This is an optimization exercise on Yosys and OpenROAD, whose aim is small area and a short achievable clock period, not a production implementation.
Only simulation tests tie the RTL to the original design; equivalence was not proved.

==> run a <==
// fixed_point_field_packer
module fixed_point_field_packer #(
    parameter W_REGION = 4
) (
    input  wire                clk,
    input  wire                rst,           
    input  wire                req_valid,
    input  wire [31:0]         cmd,
    input  wire [63:0]         a,
    input  wire [63:0]         b,
    input  wire [63:0]         f_pt,
    input  wire [63:0]         f_eta,
    input  wire [63:0]         f_phi,
    input  wire [63:0]         f_hoe,
    input  wire [63:0]         f_hoeflag,
    input  wire [63:0]         f_iso,
    input  wire [63:0]         f_isoflag,
    input  wire [63:0]         f_fb,
    input  wire [63:0]         f_timing,
    input  wire [63:0]         f_shapeflag,
    input  wire [63:0]         f_brems,
    input  wire [W_REGION-1:0] f_region,
    output reg                 rsp_valid,
    output reg                 o_illegal,
    output wire [63:0]         o_word,
    output wire [W_REGION-1:0] o_region,
    output wire [64:0]         o_ival,
    output reg                 o_sign,
    output wire [63:0]         o_mag,
    output wire                o_ok,
    output wire [31:0]         o_fval,
    output wire [11:0]         d_pt,
    output wire [31:0]         d_ptfloat,
    output wire [15:0]         d_eta,
    output wire [15:0]         d_phi,
    output wire [15:0]         d_etatc,
    output wire [15:0]         d_phitc,
    output wire                d_etasign,
  ...
==> module fpfp_divrows, before the edit <==
module fpfp_divrows #(
    parameter HI = 25,
    parameter LO = 0
) (
    input  wire [7:0]     r_in,     
    input  wire [HI:LO]   x,        
    input  wire [7:0]     inj,      
    input  wire [6:0]     t7,       
    output reg  [7:0]     r_out,
    output reg  [HI:LO]   q
);
    reg [7:0] r, rn;
    reg [6:0] z, zn, m;
    reg       c, xb, ssel;
    integer k, i;
    always @* begin
        r = r_in;
        for (i = 0; i < 7; i = i + 1) z[i] = ~|(r_in & ((8'd2 << i) - 8'd1));
        for (k = HI; k >= LO; k = k - 1) begin
            xb = x[k];
            c  = r[7] | ((r[6] | (xb & inj[7])) & (~z[5] | (xb & ~inj[7])));
            q[k] = c;
            for (i = 0; i < 7; i = i + 1)
                m[i] = c ? (~xb & t7[i] & ((i < 2) ? 1'b1 : z[(i < 2) ? 0 : i-2]))
                         : (xb & inj[i]);
            rn[0] = m[0];
            for (i = 1; i < 7; i = i + 1) rn[i] = r[i-1] ^ m[i];
            rn[7] = c ? (r[7] & xb) : (r[6] | (xb & inj[7]));
            ssel = xb ? (c & ~r[7]) : ~c;
            if (ssel)            zn = {z[5:0], 1'b1};
            else if (xb & c)     zn = 7'h7F;
            else                 zn = ~t7;
            r = rn; z = zn;
        end
        r_out = r;
    end
endmodule
==> module fpfp_frac_fin, before the edit <==
module fpfp_frac_fin (
    input  wire        s,
    input  wire [7:0]  e,
    input  wire [23:0] M,        
    input  wire [2:0]  h,
    input  wire        sub,
    input  wire [25:0] Z,        
    input  wire        nz,       
    output wire [31:0] y
);
    wire        e_ff   = &e;
    wire        fz     = ~|M[22:0];
    wire        t_nan  = e_ff & ~fz;
    wire        t_inf  = e_ff & fz;
    wire        t_zero = ~M[23] & fz;
    wire        ovf    = ({1'b0, e} + {6'd0, h}) >= 9'd255;
    wire        e1     = ~|e[7:1];
    wire [6:0]  hm    = ~(7'h7F >> h);
    wire        caseA = e1 | (|(M[22:16] & hm));
    wire [2:0]  wl  = {M[0], 2'b00} - Z[2:0] - {2'd0, nz};
    wire        lsb = caseA ? wl[2] : wl[1];
    wire        g   = caseA ? wl[1] : wl[0];
    wire        st  = caseA ? (wl[0] | nz) : nz;
    wire        rup = g & (st | lsb);
    wire [24:0] zh   = caseA ? {1'b0, Z[25:3], 1'b0} : {Z[25:3], 2'b00};
    wire [1:0]  zl   = caseA ? {1'b0, Z[2]} : Z[2:1];
    wire        zc   = caseA ? ((|Z[1:0]) | nz) : (Z[0] | nz);
    wire [24:0] Mc   = caseA ? {1'b0, M} : {M, 1'b0};
    wire [7:0]  ebase = e1 ? 8'd0 : (caseA ? e - 8'd1 : e - 8'd2);
    wire [30:0] fr_hi  = {ebase, 23'd0} + {6'd0, Mc} - {6'd0, zh};
    wire [3:0]  dl     = {3'd0, rup} - {3'd0, zc} - {2'd0, zl};      
    wire [30:0] fr_mag = fr_hi + {{27{dl[3]}}, dl};
    wire [24:0] diff = zh - {{21{dl[3]}}, dl};
    wire [7:0]  elim = ebase;
    wire [2:0]  sh   = (elim < {5'd0, h}) ? elim[2:0] : h;
    wire [24:0] dn   = diff << sh;
    wire [30:0] sub_mag = {elim - {5'd0, sh}, 23'd0} + {6'd0, dn};
    wire        dnz  = |diff;
    reg [31:0] fr, sb;
    always @* begin
        if (t_nan)       fr = 32'h7FC00000;
        else if (t_inf)  fr = {s, 8'hFF, 23'd0};
        else if (t_zero) fr = {s, 31'd0};
        else if (ovf)    fr = {s, 8'hFF, 23'd0};
        else             fr = {s, fr_mag};
        if (t_nan | t_inf) sb = 32'h7FC00000;
        else if (t_zero)   sb = 32'd0;
        else if (ovf)      sb = {~s, 8'hFF, 23'd0};
        else               sb = {s & dnz, sub_mag};
    end
    assign y = sub ? sb : fr;
endmodule
export LEC_CHECK = 0
export ABC_AREA = 1
export CAP_MARGIN = 20
export CORE_AREA = 2.3 2.72 431.02 429.76
export DIE_AREA = 0 0 433.33 433.33
export PLACE_DENSITY = 0.35
export SLEW_MARGIN = 20
create_clock -name core_clock -period 180.0 [get_ports {clk}]
run.sh (not shown) runs the stock make flow with config.mk's settings and CLKGATE_MAP_FILE= SYNTH_SCRIPT=/design/flow/synth_recipe.tcl, a recipe that flattens the netlist after the stock synthesis.
==> inputs of run b, as changes to run a <==
--- a/flow/design.v
+++ b/flow/design.v
@@ -4,38 +4,33 @@
 ) (
     input  wire [7:0]     r_in,     
     input  wire [HI:LO]   x,        
     input  wire [7:0]     inj,      
     input  wire [6:0]     t7,       
     output reg  [7:0]     r_out,
     output reg  [HI:LO]   q
 );
-    reg [7:0] r, rn;
-    reg [6:0] z, zn, m;
-    reg       c, xb, ssel;
+    reg [8:0] rp;
+    reg [6:0] low, pz;
+    reg [7:0] r;
+    reg       c;
     integer k, i;
     always @* begin
         r = r_in;
-        for (i = 0; i < 7; i = i + 1) z[i] = ~|(r_in & ((8'd2 << i) - 8'd1));
         for (k = HI; k >= LO; k = k - 1) begin
-            xb = x[k];
-            c  = r[7] | ((r[6] | (xb & inj[7])) & (~z[5] | (xb & ~inj[7])));
+            rp  = {r, 1'b0} | (x[k] ? {1'b0, inj} : 9'd0);
+            low = rp[6:0];
+            c   = rp[8] | (rp[7] & (|low));
+            pz[0] = 1'b1;
+            for (i = 1; i < 7; i = i + 1) pz[i] = pz[i-1] & ~low[i-1];
             q[k] = c;
-            for (i = 0; i < 7; i = i + 1)
-                m[i] = c ? (~xb & t7[i] & ((i < 2) ? 1'b1 : z[(i < 2) ? 0 : i-2]))
-                         : (xb & inj[i]);
-            rn[0] = m[0];
-            for (i = 1; i < 7; i = i + 1) rn[i] = r[i-1] ^ m[i];
-            rn[7] = c ? (r[7] & xb) : (r[6] | (xb & inj[7]));
-            ssel = xb ? (c & ~r[7]) : ~c;
-            if (ssel)            zn = {z[5:0], 1'b1};
-            else if (xb & c)     zn = 7'h7F;
-            else                 zn = ~t7;
-            r = rn; z = zn;
+            if (!c)         r = rp[7:0];
+            else if (rp[8]) r = x[k] ? 8'd128 : {1'b0, t7};
+            else            r = {1'b0, low ^ (pz & t7)};
         end
         r_out = r;
     end
 endmodule
 module fpfp_divconst (
     input  wire [2:0] h,
     output wire [7:0] inj,
     output wire [6:0] t7
@@ -62,25 +57,23 @@
     wire        e1     = ~|e[7:1];
     wire [6:0]  hm    = ~(7'h7F >> h);
     wire        caseA = e1 | (|(M[22:16] & hm));
     wire [2:0]  wl  = {M[0], 2'b00} - Z[2:0] - {2'd0, nz};
     wire        lsb = caseA ? wl[2] : wl[1];
     wire        g   = caseA ? wl[1] : wl[0];
     wire        st  = caseA ? (wl[0] | nz) : nz;
     wire        rup = g & (st | lsb);
-    wire [24:0] zh   = caseA ? {1'b0, Z[25:3], 1'b0} : {Z[25:3], 2'b00};
-    wire [1:0]  zl   = caseA ? {1'b0, Z[2]} : Z[2:1];
+    wire [24:0] zs   = caseA ? {1'b0, Z[25:2]} : Z[25:1];
     wire        zc   = caseA ? ((|Z[1:0]) | nz) : (Z[0] | nz);
     wire [24:0] Mc   = caseA ? {1'b0, M} : {M, 1'b0};
     wire [7:0]  ebase = e1 ? 8'd0 : (caseA ? e - 8'd1 : e - 8'd2);
-    wire [30:0] fr_hi  = {ebase, 23'd0} + {6'd0, Mc} - {6'd0, zh};
-    wire [3:0]  dl     = {3'd0, rup} - {3'd0, zc} - {2'd0, zl};      
-    wire [30:0] fr_mag = fr_hi + {{27{dl[3]}}, dl};
-    wire [24:0] diff = zh - {{21{dl[3]}}, dl};
+    wire [30:0] fr_pre = {ebase, 23'd0} + {6'd0, Mc} + {6'h3F, ~zs} + {30'd0, ~zc};
+    wire [30:0] fr_mag = fr_pre + {30'd0, rup};
+    wire [24:0] diff = zs + {{24{zc & ~rup ? 1'b0 : (~zc & rup)}}, zc ^ rup};
     wire [7:0]  elim = ebase;
     wire [2:0]  sh   = (elim < {5'd0, h}) ? elim[2:0] : h;
     wire [24:0] dn   = diff << sh;
     wire [30:0] sub_mag = {elim - {5'd0, sh}, 23'd0} + {6'd0, dn};
     wire        dnz  = |diff;
     reg [31:0] fr, sb;
     always @* begin
         if (t_nan)       fr = 32'h7FC00000;
==> flow/config.mk (replaced) <==
export PLATFORM = sky130hd
export DESIGN_NAME = fixed_point_field_packer
export DESIGN_NICKNAME = fixed_point_field_packer
export VERILOG_FILES = /design/flow/design.v
export SDC_FILE = /design/flow/constraint.sdc
export NUM_CORES = 4
export LEC_CHECK = 0
export ABC_AREA = 1
export CAP_MARGIN = 20
export CORE_MARGIN = 2
export CORE_UTILIZATION = 18
export PLACE_DENSITY = 0.35
export SLEW_MARGIN = 20
==> inputs of run c, as changes to run a <==
--- a/flow/design.v
+++ b/flow/design.v
@@ -4,38 +4,33 @@
 ) (
     input  wire [7:0]     r_in,     
     input  wire [HI:LO]   x,        
     input  wire [7:0]     inj,      
     input  wire [6:0]     t7,       
     output reg  [7:0]     r_out,
     output reg  [HI:LO]   q
 );
-    reg [7:0] r, rn;
-    reg [6:0] z, zn, m;
-    reg       c, xb, ssel;
+    reg [8:0] rp;
+    reg [6:0] low, pz;
+    reg [7:0] r;
+    reg       c;
     integer k, i;
     always @* begin
         r = r_in;
-        for (i = 0; i < 7; i = i + 1) z[i] = ~|(r_in & ((8'd2 << i) - 8'd1));
         for (k = HI; k >= LO; k = k - 1) begin
-            xb = x[k];
-            c  = r[7] | ((r[6] | (xb & inj[7])) & (~z[5] | (xb & ~inj[7])));
+            rp  = {r, 1'b0} | (x[k] ? {1'b0, inj} : 9'd0);
+            low = rp[6:0];
+            c   = rp[8] | (rp[7] & (|low));
+            pz[0] = 1'b1;
+            for (i = 1; i < 7; i = i + 1) pz[i] = pz[i-1] & ~low[i-1];
             q[k] = c;
-            for (i = 0; i < 7; i = i + 1)
-                m[i] = c ? (~xb & t7[i] & ((i < 2) ? 1'b1 : z[(i < 2) ? 0 : i-2]))
-                         : (xb & inj[i]);
-            rn[0] = m[0];
-            for (i = 1; i < 7; i = i + 1) rn[i] = r[i-1] ^ m[i];
-            rn[7] = c ? (r[7] & xb) : (r[6] | (xb & inj[7]));
-            ssel = xb ? (c & ~r[7]) : ~c;
-            if (ssel)            zn = {z[5:0], 1'b1};
-            else if (xb & c)     zn = 7'h7F;
-            else                 zn = ~t7;
-            r = rn; z = zn;
+            if (!c)         r = rp[7:0];
+            else if (rp[8]) r = x[k] ? 8'd128 : {1'b0, t7};
+            else            r = {1'b0, low ^ (pz & t7)};
         end
         r_out = r;
     end
 endmodule
 module fpfp_divconst (
     input  wire [2:0] h,
     output wire [7:0] inj,
     output wire [6:0] t7
@@ -62,25 +57,23 @@
     wire        e1     = ~|e[7:1];
     wire [6:0]  hm    = ~(7'h7F >> h);
     wire        caseA = e1 | (|(M[22:16] & hm));
     wire [2:0]  wl  = {M[0], 2'b00} - Z[2:0] - {2'd0, nz};
     wire        lsb = caseA ? wl[2] : wl[1];
     wire        g   = caseA ? wl[1] : wl[0];
     wire        st  = caseA ? (wl[0] | nz) : nz;
     wire        rup = g & (st | lsb);
-    wire [24:0] zh   = caseA ? {1'b0, Z[25:3], 1'b0} : {Z[25:3], 2'b00};
-    wire [1:0]  zl   = caseA ? {1'b0, Z[2]} : Z[2:1];
+    wire [24:0] zs   = caseA ? {1'b0, Z[25:2]} : Z[25:1];
     wire        zc   = caseA ? ((|Z[1:0]) | nz) : (Z[0] | nz);
+    wire [24:0] diff = zs + {24'd0, zc} - {24'd0, rup};
     wire [24:0] Mc   = caseA ? {1'b0, M} : {M, 1'b0};
-    wire [7:0]  ebase = e1 ? 8'd0 : (caseA ? e - 8'd1 : e - 8'd2);
-    wire [30:0] fr_hi  = {ebase, 23'd0} + {6'd0, Mc} - {6'd0, zh};
-    wire [3:0]  dl     = {3'd0, rup} - {3'd0, zc} - {2'd0, zl};      
-    wire [30:0] fr_mag = fr_hi + {{27{dl[3]}}, dl};
-    wire [24:0] diff = zh - {{21{dl[3]}}, dl};
+    wire [24:0] Rr   = Mc - diff;                        
+    wire [7:0]  ebase  = e1 ? 8'd0 : (caseA ? e - 8'd1 : e - 8'd2);
+    wire [30:0] fr_mag = {ebase, 23'd0} + {6'd0, Rr};
     wire [7:0]  elim = ebase;
     wire [2:0]  sh   = (elim < {5'd0, h}) ? elim[2:0] : h;
     wire [24:0] dn   = diff << sh;
     wire [30:0] sub_mag = {elim - {5'd0, sh}, 23'd0} + {6'd0, dn};
     wire        dnz  = |diff;
     reg [31:0] fr, sb;
     always @* begin
         if (t_nan)       fr = 32'h7FC00000;
@@ -150,17 +143,17 @@
     output wire [W_REGION-1:0] d_region,
     output wire [31:0]         e_hwpt,
     output wire [15:0]         e_hweta,
     output wire [15:0]         e_hwphi,
     output wire                e_isembigger,
     output wire [2:0]          e_hoecode,
     output wire [31:0]         e_hwempt
 );
-    localparam KDIV = 10;    
+    localparam KDIV = 12;    
     localparam OP_EXTU  = 5'h00, OP_EXTSM = 5'h01, OP_EXTTC = 5'h02,
                OP_PACKU = 5'h03, OP_SMENC = 5'h04, OP_SMDEC = 5'h05,
                OP_ENCPF = 5'h08, OP_ENCV1 = 5'h09, OP_ENCV2 = 5'h0A,
                OP_ENCV3 = 5'h0B, OP_DECPF = 5'h0C, OP_DECV1 = 5'h0D,
                OP_DECV2 = 5'h0E, OP_DECV3 = 5'h0F, OP_CHKPF = 5'h10,
                OP_CHKV1 = 5'h11, OP_CHKV2 = 5'h12, OP_CHKV3 = 5'h13,
                OP_ZERO  = 5'h14, OP_FRAC  = 5'h18, OP_SPLIT = 5'h19,
                OP_EMUEM = 5'h1A, OP_EMUHD = 5'h1B;
@@ -196,29 +189,17 @@
     wire is_pack  = (op == OP_PACKU);
     wire is_smenc = (op == OP_SMENC);
     wire is_smdec = (op == OP_SMDEC);
     wire is_enc   = (op[4:2] == 3'b010);
     wire is_dec   = (op[4:2] == 3'b011);
     wire is_emu   = (op[4:1] == 4'b1101);
     wire keep_a   = is_dec | (op[4] & (op[3:2] != 2'b01));    
     wire [7:0]  mn    = is_pack ? {1'b0, wid} : (keep_a ? 8'd64 : ow);
-    wire       m_all = |mn[7:6];
-    reg [7:0]  m_hi, m_heq, m_lo;
-    reg [63:0] mask;
-    integer t;
-    always @* begin
-        for (t = 0; t < 8; t = t + 1) begin
-            m_hi[t]  = m_all | (mn[5:3] > t[2:0]);
-            m_heq[t] = ~m_all & (mn[5:3] == t[2:0]);
-            m_lo[t]  = mn[2:0] > t[2:0];
-        end
-        for (t = 0; t < 64; t = t + 1)
-            mask[t] = m_hi[t/8] | (m_heq[t/8] & m_lo[t%8]);
-    end
+    wire [63:0] mask  = (mn >= 8'd64) ? {64{1'b1}} : ((64'd1 << mn[5:0]) - 64'd1);
     wire [63:0] am    = a & mask;
     wire [5:0]  bidx  = is_extsm ? sbp : (ow[5:0] - 6'd1);
     wire        bsel  = a[bidx];                    
     wire        inv   = is_extsm ? ~bsel :
                         is_smdec ? ~b[0] :
                         is_smenc ? (a[63] & (|am)) : 1'b0;
     wire        fill  = is_exttc ? bsel : (inv & ~is_smenc);
     wire        inc   = inv;
@@ -294,35 +275,17 @@
         r_q       <= q_p;
     end
     genvar g;
     generate
         for (g = 0; g < 64; g = g + 1) begin : g_rev
             assign o_word[g] = A[63-g];
         end
     endgenerate
-    reg [7:0]  byte_ones;
-    reg [8:0]  byte_c;
-    reg [64:0] ival;
-    reg        run;
-    integer u, v;
-    always @* begin
-        for (u = 0; u < 8; u = u + 1) byte_ones[u] = &A[8*u +: 8];
-        byte_c[0] = r_inc;
-        for (u = 0; u < 8; u = u + 1) byte_c[u+1] = byte_c[u] & byte_ones[u];
-        for (u = 0; u < 8; u = u + 1) begin
-            run = byte_c[u];
-            for (v = 0; v < 8; v = v + 1) begin
-                ival[8*u+v] = A[8*u+v] ^ run;
-                run = run & A[8*u+v];
-            end
-        end
-        ival[64] = r_fill ^ byte_c[8];
-    end
-    assign o_ival   = ival;
+    assign o_ival   = {r_fill, A} + {64'd0, r_inc};
     assign o_mag    = o_ival[63:0];
     assign o_region = r_region;
     assign d_region = r_region;
     wire r_v3 = (r_op == 2'b11);
     wire r_v2 = (r_op == 2'b10);
     wire r_pf = (r_op == 2'b00);
     assign o_ok = (A[63:52] == 12'd0) && (!r_pf || (A[51:31] == 21'd0));
     reg [3:0] qmsb;
==> flow/flow/run.sh (new file) <==
#!/bin/bash
# Own layout flow: the standard flow, with an area-only technology
# mapping script for ABC and the smallest buffer on the ports.
set -euo pipefail
here=$(pwd)
rm -rf "$here/scripts_lean"
cp -r "$FLOW_HOME/scripts" "$here/scripts_lean"
cp "$here/flow/abc_lean.script" "$here/scripts_lean/abc_area.script"
bash standard.sh SCRIPTS_DIR="$here/scripts_lean" ABC_AREA=1 synth > "$here/synth.log" 2>&1
bash standard.sh "BUFFER_PORTS_ARGS=-buffer_cell sky130_fd_sc_hd__buf_1" finish > "$here/layout.log" 2>&1
==> flow/flow/abc_lean.script (new file) <==
strash
dch
map -a
topo
stime -c
==> flow/standard.sh (new file) <==
#!/bin/bash
# synth_recipe.tcl (not shown) runs the flow's synth.tcl, then flattens the netlist and writes it again
# the make line also repeats each setting of config.mk as NAME=value (left out here)
make -C /OpenROAD-flow-scripts/flow DESIGN_CONFIG=/design/flow/config.mk WORK_HOME=/design/flow/orfs CLKGATE_MAP_FILE= SYNTH_SCRIPT=/design/flow/synth_recipe.tcl "${@:-finish}"
==> flow/config.mk (replaced) <==
export PLATFORM = sky130hd
export DESIGN_NAME = fixed_point_field_packer
export DESIGN_NICKNAME = fixed_point_field_packer
export VERILOG_FILES = /design/flow/design.v
export SDC_FILE = /design/flow/constraint.sdc
export NUM_CORES = 4
export LEC_CHECK = 0
export ABC_AREA = 1
export CAP_MARGIN = 20
export CORE_MARGIN = 2
export CORE_UTILIZATION = 18
export PLACE_DENSITY = 0.35
export SLEW_MARGIN = 20
removed: flow/run.sh
==> summary.txt <==
metric                                                                     run c                run a                run b
Run status                                              timing/DRC/antenna clean  timing/DRC/antenna clean  timing/DRC/antenna clean
Die height                                                                403 µm               433 µm               420 µm
Starting utilization of the core area                                      18.1%                16.3%                18.1%
Worst Hold End                                               r_region[1]$_DFF_P_  r_region[3]$_DFF_P_  r_region[1]$_DFF_P_
Num rows                                                                     146                  157                  152
Fraction of layout instances using a drive strength above 1                3.41%                6.46%                8.26%
GR Layer Usage met1                                                        31.3%                25.2%                28.6%
Worst slack at placement                                               110.63 ns            122.64 ns            121.66 ns
Post-synthesis cell count                                                   5352                 5269                 5570
Comb_multi_in                                                               4307                 4097                 4370
Seq/total area                                                             6.02%                5.30%                5.17%
Sequential area share after synthesis                                      7.04%                6.90%                6.63%
Largest net degree at the start of global routing                             78                   72                   84
Crit share post-route                                                      39.4%                32.2%                32.7%
Final HPWL from detailed placement                                        190 mm               176 mm               185 mm
Transition time at the pin with the least slew margin                    1.21 ns              1.29 ns              1.15 ns

-- what the ideal ports hide --
Ports are ideal in the flow. The routed layouts listed here were re-timed in OpenROAD. Step 1 sets driving cells, clkbuf_16 on the clock port and buf_2 on the other inputs (assumed; they add their load-dependent delay and slew). Step 2 moves the port delays by t, midway between the first and last clock arrival at a register: inputs arrive t later, outputs are due t later. That takes back most of the time a late clock gives input paths. a / b / c = ideal / step 1 / step 2; a / b = the first two.
| run | t (ns) | setup WS [ns] | hold WS [ns] | pins driven straight from the clock port |
|---|---|---|---|---|
| run a | 0.474 | 122.012 / 121.954 / 122.428 | 36.021 / 35.993 / 36.467 | 1 |
| run b | 0.497 | 121.154 / 121.085 / 121.582 | 36.014 / 35.977 / 36.474 | 1 |
| run c | 0.484 | 109.078 / 109.014 / 109.498 | 35.657 / 35.617 / 36.101 | 1 |
After both steps setup and hold are still met in every run listed.
